From an optimization exercise on the open Yosys and OpenROAD flow, aimed at small area, a short achievable clock period and few clock cycles; shortcuts taken in it are not production practice. In this exercise RTL edits were held to simulation tests only and were not proved equivalent to the original.

== v19 ==
Design bluenumi_led, start of the top module:
module bluenumi_led (
    input  wire        clk,
    input  wire        rst,           
    input  wire        cmd_valid,
    output wire        cmd_ready,
    input  wire [63:0] cmd_word,
    input  wire [31:0] cmd_now,       
    output wire        rsp_valid,
    output wire [3:0]  rsp_status,
    output wire [31:0] led_level      
);
    reg        led_en;
    reg        led_paused;
    reg        led_pattern;
    reg  [7:0] lvl [0:3];
    reg        rst_q;        
    reg        busy;         
    reg        phase;        
    reg        upd_q;        
    reg        rnz_q;        
    reg  [2:0] a_q;          
    reg  [1:0] t_q;          
    reg  [7:0] s2_q;         
    wire accept, ok, rnz, two_cyc, live_upd, is_pause, is_res, is_en, is_pat;
    wire b0 = cmd_word[0];
    wire last = busy & (~upd_q | ~led_pattern | phase);
    assign cmd_ready = ~busy;
    bn_resp u_resp (
        .rst(rst), .cmd_valid(cmd_valid), .cmd_word(cmd_word),
  ...
Size: roughly 980 cells after synthesis, ~6700 µm² of cells after synthesis.
==> flow/config.mk <==
export PLATFORM = sky130hd
export DESIGN_NAME = bluenumi_led
export DESIGN_NICKNAME = bluenumi_led
export VERILOG_FILES = /design/flow/design.v
export SDC_FILE = /design/flow/constraint.sdc
export NUM_CORES = 4
export LEC_CHECK = 0
export ABC_AREA = 1
export CAP_MARGIN = 20
export CORE_MARGIN = 2
export CORE_UTILIZATION = 45
export CTS_BUF_LIST = sky130_fd_sc_hd__clkbuf_8
export PLACE_DENSITY = 0.6
export SLEW_MARGIN = 20
export SYNTH_HIERARCHICAL = 1
export SYNTH_MEMORY_MAX_BITS = 131072
==> flow/constraint.sdc <==
create_clock -name core_clock -period 30.0 [get_ports {clk}]
set_input_delay 6.0000 -clock core_clock [delete_from_list [all_inputs] [get_ports {clk}]]
set_output_delay 6.0000 -clock core_clock [all_outputs]
set_load 0.01 [all_outputs]
standard.sh (not shown) runs the stock make flow with config.mk's settings and CLKGATE_MAP_FILE= SYNTH_SCRIPT=/design/flow/synth_recipe.tcl, a recipe that flattens the netlist after the stock synthesis.
==> flow/flow/run.sh <==
#!/bin/bash
# The standard layout (standard.sh) with these changes:
# - the buffers that buffer_ports puts on every input and output port are
#   sky130_fd_sc_hd__buf_1 cells instead of the tool's default pick
#   (clkdlybuf4s50_1, a delay cell);
# - after the standard synthesis, the netlist's combinational logic is
#   improved without touching any register (same cells, same names):
#   flow/fa_polarity.py removes inverters around the full-adder cells (a full
#   adder is self-dual), then flow/remap.py maps the logic again with ABC
#   (flow/remap.abc, the standard dont_use list in flow/dontuse.txt), keeping
#   flip-flops, full-adder cells and the logic of the rsp_valid/rsp_status paths as
#   they are. The netlist computes the same function; the standard flow then
#   goes on from it.
# Logs: synth.log, standard.log (make's output), fa_polarity.log, remap.log
# (and the netlist's .remap.log beside it), and ORFS's own logs in orfs/logs.
set -euo pipefail
ARGS='BUFFER_PORTS_ARGS=-buffer_cell sky130_fd_sc_hd__buf_1'
R=orfs/results/${FLOW_PLATFORM:-sky130hd}/bluenumi_led/base
bash standard.sh "$ARGS" synth > synth.log 2>&1
python3 flow/fa_polarity.py "$R/1_2_yosys.v" > fa_polarity.log 2>&1
python3 flow/remap.py "$R/1_2_yosys.v" flow/remap.abc flow/dontuse.txt rsp_valid rsp_status > remap.log 2>&1
rm -f "$R/1_synth.odb" "$R/1_synth.sdc"
bash standard.sh "$ARGS" finish > standard.log 2>&1
==> flow/flow/remap.abc <==
strash
dch -f
map -D 3200
topo
stime -c
buffer -c
upsize -c -D 4200
dnsize -c -D 4200
Other scripts of this flow, unchanged in this note and not shown: flow/flow/dontuse.txt, flow/flow/fa_polarity.py, flow/flow/remap.py
v19 finished every stage and its layout cleared the timing, design-rule and antenna checks.
Testbench counts of v19, summed over its fixed seeds: cycles 37,036.
### v19 -> v39
Settings: swapping 20 for 70 in SLEW_MARGIN.
--- a/flow/flow/remap.abc
+++ b/flow/flow/remap.abc
@@ -3 +3 @@
-map -D 3200
+map -D 3500
Notes after the runs:
v39 gives more utilization than v19 did.
Going from v19 to v39, sequential fraction of total cell area -0.28 points, final cell count ~0 delta, worst setup slack +0.0071 ns.
Comparing v39 and v19, the higher post-DP HPWL is on v39.
There was hardly any difference in clock transition at the register clock pins on the worst setup and hold paths after CTS between v39 and v19.
The highest clock frequency the design can meet on v19 is in line with that on v39.
## Diff of input files: v1 against v39
Settings: SLEW_MARGIN: 70 -> 20.
==> flow/flow/remap.abc <==
strash
dch -f
map -D 3500
topo
stime -c
buffer -c
upsize -c -D 4000
dnsize -c -D 4000
==> run summary <==
Diff v39 -> v1: slack of the worst reg-to-reg path shrank by 0.62 ns; highest fanout seen on the critical path grew by 10; clock tree cell share of total cell area held steady.
Changes in v55 relative to v1:
Settings: changing PLACE_DENSITY from 0.6 to 0.7; changing CORE_UTILIZATION from 45 to 60.0.
==> flow/flow/remap.abc <==
strash
dch -f
map -D 3500
topo
stime -c
buffer -c
upsize -c -D 4200
dnsize -c -D 4200
Notes after the runs:
- v55 finished end to end and its layout was clean on timing, DRC and antenna.
- Diff v1 -> v55 | routed wire length | increase of 2.6%
- Compared with v1, in v55 overall track demand over capacity in global routing +10 points; mean instance size in the synthesized netlist -1.2%; worst slack at placement -0.18 ns; placement row count -about 14%.
- v55 vs. v1: amount of wire on met3 after detailed routing went up by 28%.
- Looking only at summed area of non-filler cells in the final layout, and setting everything else aside, the higher value of v55 and v1 goes to v1.
- Effective utilization at floorplan ended up 15 points higher on v55 than on v1.
Relative to v55, the following input files were edited for v8:
Settings: PLACE_DENSITY now 0.6, was 0.7; CORE_UTILIZATION now 45, was 60.0.
Findings:
v8 completed end to end with timing, DRC and antenna clean. The standard cells in v8 occupy more silicon area than those in v55 do. Reported for v8 and v55, total negative slack for setup checks turned out identical to the last digit. Run comparison: v8 slowest library cell on the worst path nor2_4; v55 slowest library cell on the worst path nor2_1. Summary of v8 over v55: fmax +about 3%, endpoint arrival time on the critical path lower, detailed-route wire length saw a decrease, final global-route overflow total essentially unchanged. Of v8 and v55, the higher worst hold slack belongs to v55. Met1 global-route usage delta for v8 relative to v55: 9.4 points lower.

Setup of run 1:
Starting RTL as in the previous note.
==> flow/config.mk <==
export PLATFORM = sky130hd
export DESIGN_NAME = bluenumi_led
export DESIGN_NICKNAME = bluenumi_led
export VERILOG_FILES = /design/flow/design.v
export SDC_FILE = /design/flow/constraint.sdc
export NUM_CORES = 4
export LEC_CHECK = 0
export ABC_AREA = 1
export CAP_MARGIN = 20
export CORE_MARGIN = 2
export CORE_UTILIZATION = 45
export CTS_BUF_LIST = sky130_fd_sc_hd__clkbuf_8
export PLACE_DENSITY = 0.6
export SLEW_MARGIN = 20
export SYNTH_HIERARCHICAL = 1
export SYNTH_MEMORY_MAX_BITS = 131072
==> flow/constraint.sdc <==
create_clock -name core_clock -period 30.0 [get_ports {clk}]
set_input_delay 6.0000 -clock core_clock [delete_from_list [all_inputs] [get_ports {clk}]]
set_output_delay 6.0000 -clock core_clock [all_outputs]
set_load 0.01 [all_outputs]
==> flow/flow/remap.abc <==
strash
dch -f
map -D 3500
topo
stime -c
buffer -c
upsize -c -D 4400
dnsize -c -D 4400
Scripts as last shown in full above: flow/flow/run.sh
Other scripts of this flow, unchanged in this note and not shown: flow/flow/dontuse.txt, flow/flow/fa_polarity.py, flow/flow/remap.py
Run 1 completed every stage of the flow, and the final layout passed the timing, design-rule and antenna checks.
Testbench counts of run 1, summed over its fixed seeds: cycles 37,036.
> inputs changed (run 1 -> run 2)
Settings: a deleted CTS_BUF_LIST that had been sky130_fd_sc_hd__clkbuf_8.
--- a/flow/flow/run.sh
+++ b/flow/flow/run.sh
@@ -13,6 +13,5 @@
 #   goes on from it.
-# Logs: synth.log, standard.log (make's output), fa_polarity.log, remap.log
-# (and the netlist's .remap.log beside it), and ORFS's own logs in orfs/logs.
 set -euo pipefail
 ARGS='BUFFER_PORTS_ARGS=-buffer_cell sky130_fd_sc_hd__buf_1'
+MARGIN='SETUP_SLACK_MARGIN=17.1'
 R=orfs/results/${FLOW_PLATFORM:-sky130hd}/bluenumi_led/base
@@ -22,2 +21,2 @@
 rm -f "$R/1_synth.odb" "$R/1_synth.sdc"
-bash standard.sh "$ARGS" finish > standard.log 2>&1
+bash standard.sh "$ARGS" "$MARGIN" finish > standard.log 2>&1
==> flow/flow/remap.abc <==
strash
dch -f
map -a
topo
stime -c
buffer -c
upsize -c
dnsize -c
## What came out
- Run comparison: run 2 library cell contributing the largest single delay on the critical path sky130_fd_sc_hd__or2_4; run 1 library cell contributing the largest single delay on the critical path sky130_fd_sc_hd__nor2_1
- Diff run 1 -> run 2: cell area after layout rose about 14%, number of nets at the end of the flow moved up.
- The lower number of setup buffers added after CTS of run 2 and run 1 is in run 1.
- In the metrics for run 2 and run 1, the one carrying the higher placed instance area is run 2.
Input-level comparison between run 3 and run 2:
Settings: setting CTS_BUF_LIST to sky130_fd_sc_hd__clkbuf_8 for the first time; changing SLEW_MARGIN from 20 to 85.
--- a/flow/flow/run.sh
+++ b/flow/flow/run.sh
@@ -13,5 +13,6 @@
 #   goes on from it.
+# Logs: synth.log, standard.log (make's output), fa_polarity.log, remap.log
+# (and the netlist's .remap.log beside it), and ORFS's own logs in orfs/logs.
 set -euo pipefail
 ARGS='BUFFER_PORTS_ARGS=-buffer_cell sky130_fd_sc_hd__buf_1'
-MARGIN='SETUP_SLACK_MARGIN=17.1'
 R=orfs/results/${FLOW_PLATFORM:-sky130hd}/bluenumi_led/base
@@ -21,2 +22,2 @@
 rm -f "$R/1_synth.odb" "$R/1_synth.sdc"
-bash standard.sh "$ARGS" "$MARGIN" finish > standard.log 2>&1
+bash standard.sh "$ARGS" finish > standard.log 2>&1
==> flow/flow/remap.abc <==
strash
dch -f
map -D 3500
topo
stime -c
buffer -c
upsize -c -D 4200
dnsize -c -D 4200
[summary]
Run 3 did not stop at any stage, and its layout met the timing, design-rule and antenna checks. Comparing overall via count from detail_route for run 2 and run 3, the bigger number came from run 3. Run 3 ended up with sky130_fd_sc_hd__clkdlybuf4s50_1 as its cell with the largest stage delay on the worst path; run 2 ended up with sky130_fd_sc_hd__or2_4. The area used by multi-input combinational logic in run 2 is 0.825 times that in run 3. Run 3 vs run 2, most common cell after layout, fill and taps aside: sky130_fd_sc_hd__nand2_1 vs sky130_fd_sc_hd__nor2_1. Between run 3 and run 2, it is run 3 whose HPWL after detailed placement is higher, by 16%. Delta(die height, run 3 - run 2) < 0. [compare] base=run 2 new=run 3: setup slack at placement now smaller.
Setup changes, run 3 to run 4
Settings: SLEW_MARGIN changed from 85 to 20.
==> flow/flow/remap.abc <==
strash
dch -f
map -D 3500
topo
stime -c
buffer -c
upsize -c
dnsize -c
[summary]
Final cell utilization of the core in run 4 vs run 3: down 17 points
Run 3 → run 4: critical path buffer and inverter count saw a decrease; total wire length after detailed routing saw a decrease.
Run 3 vs run 4, most common cell after layout, fill and taps aside: sky130_fd_sc_hd__nand2_1 vs sky130_fd_sc_hd__nor2_1
Against run 3, run 4 comes in 10% lower on routed wire length on met3.
Cell area, run 3 and run 4: lower on run 4
[compare] base=run 3 new=run 4: number of cell instances on the worst register-to-register path saw a decrease.

==> re-timing with driven ports <==
Ports are ideal in the flow. The routed layouts listed here were re-timed in OpenROAD. Step 1 (the two cells are an assumption about what drives the block):
set clk [get_ports {clk}]
set_driving_cell -lib_cell sky130_fd_sc_hd__clkbuf_16 $clk
set_driving_cell -lib_cell sky130_fd_sc_hd__buf_2 [delete_from_list [all_inputs] $clk]
Step 2, shift: input delay + t, output delay - t, t = (earliest + latest rising clock arrival at the registers) / 2. This alone moves slack from input paths to output paths. Three values: ideal, step 1, step 2; two values: the first two.
run | t, ns | setup WS [ns] | slew at the worst register clock pin (ns) | cell pins on the clock port's net
v19 | 0.357 | 16.956 / 16.937 / 16.937 | 0.11 / 0.11 | 1
v39 | 0.364 | 16.963 / 16.944 / 16.944 | 0.10 / 0.10 | 1
v1 | 0.369 | 16.733 / 16.697 / 16.941 | 0.11 / 0.11 | 1
v55 | 0.359 | 16.540 / 16.504 / 16.774 | 0.10 / 0.10 | 1
v8 | 0.364 | 16.952 / 16.933 / 16.933 | 0.10 / 0.10 | 1
run 1 | 0.369 | 16.895 / 16.861 / 16.925 | 0.11 / 0.11 | 1
run 2 | 0.346 | 16.947 / 16.916 / 16.916 | 0.08 / 0.08 | 1
run 3 | 0.370 | 13.548 / 13.510 / 13.880 | 0.11 / 0.11 | 1
run 4 | 0.370 | 16.951 / 16.931 / 16.931 | 0.11 / 0.11 | 1
After both steps setup and hold are still met in every run listed. The setup slack of run 2, which loses most, moves by -0.031 ns with the drivers and by -0.031 ns with both steps.
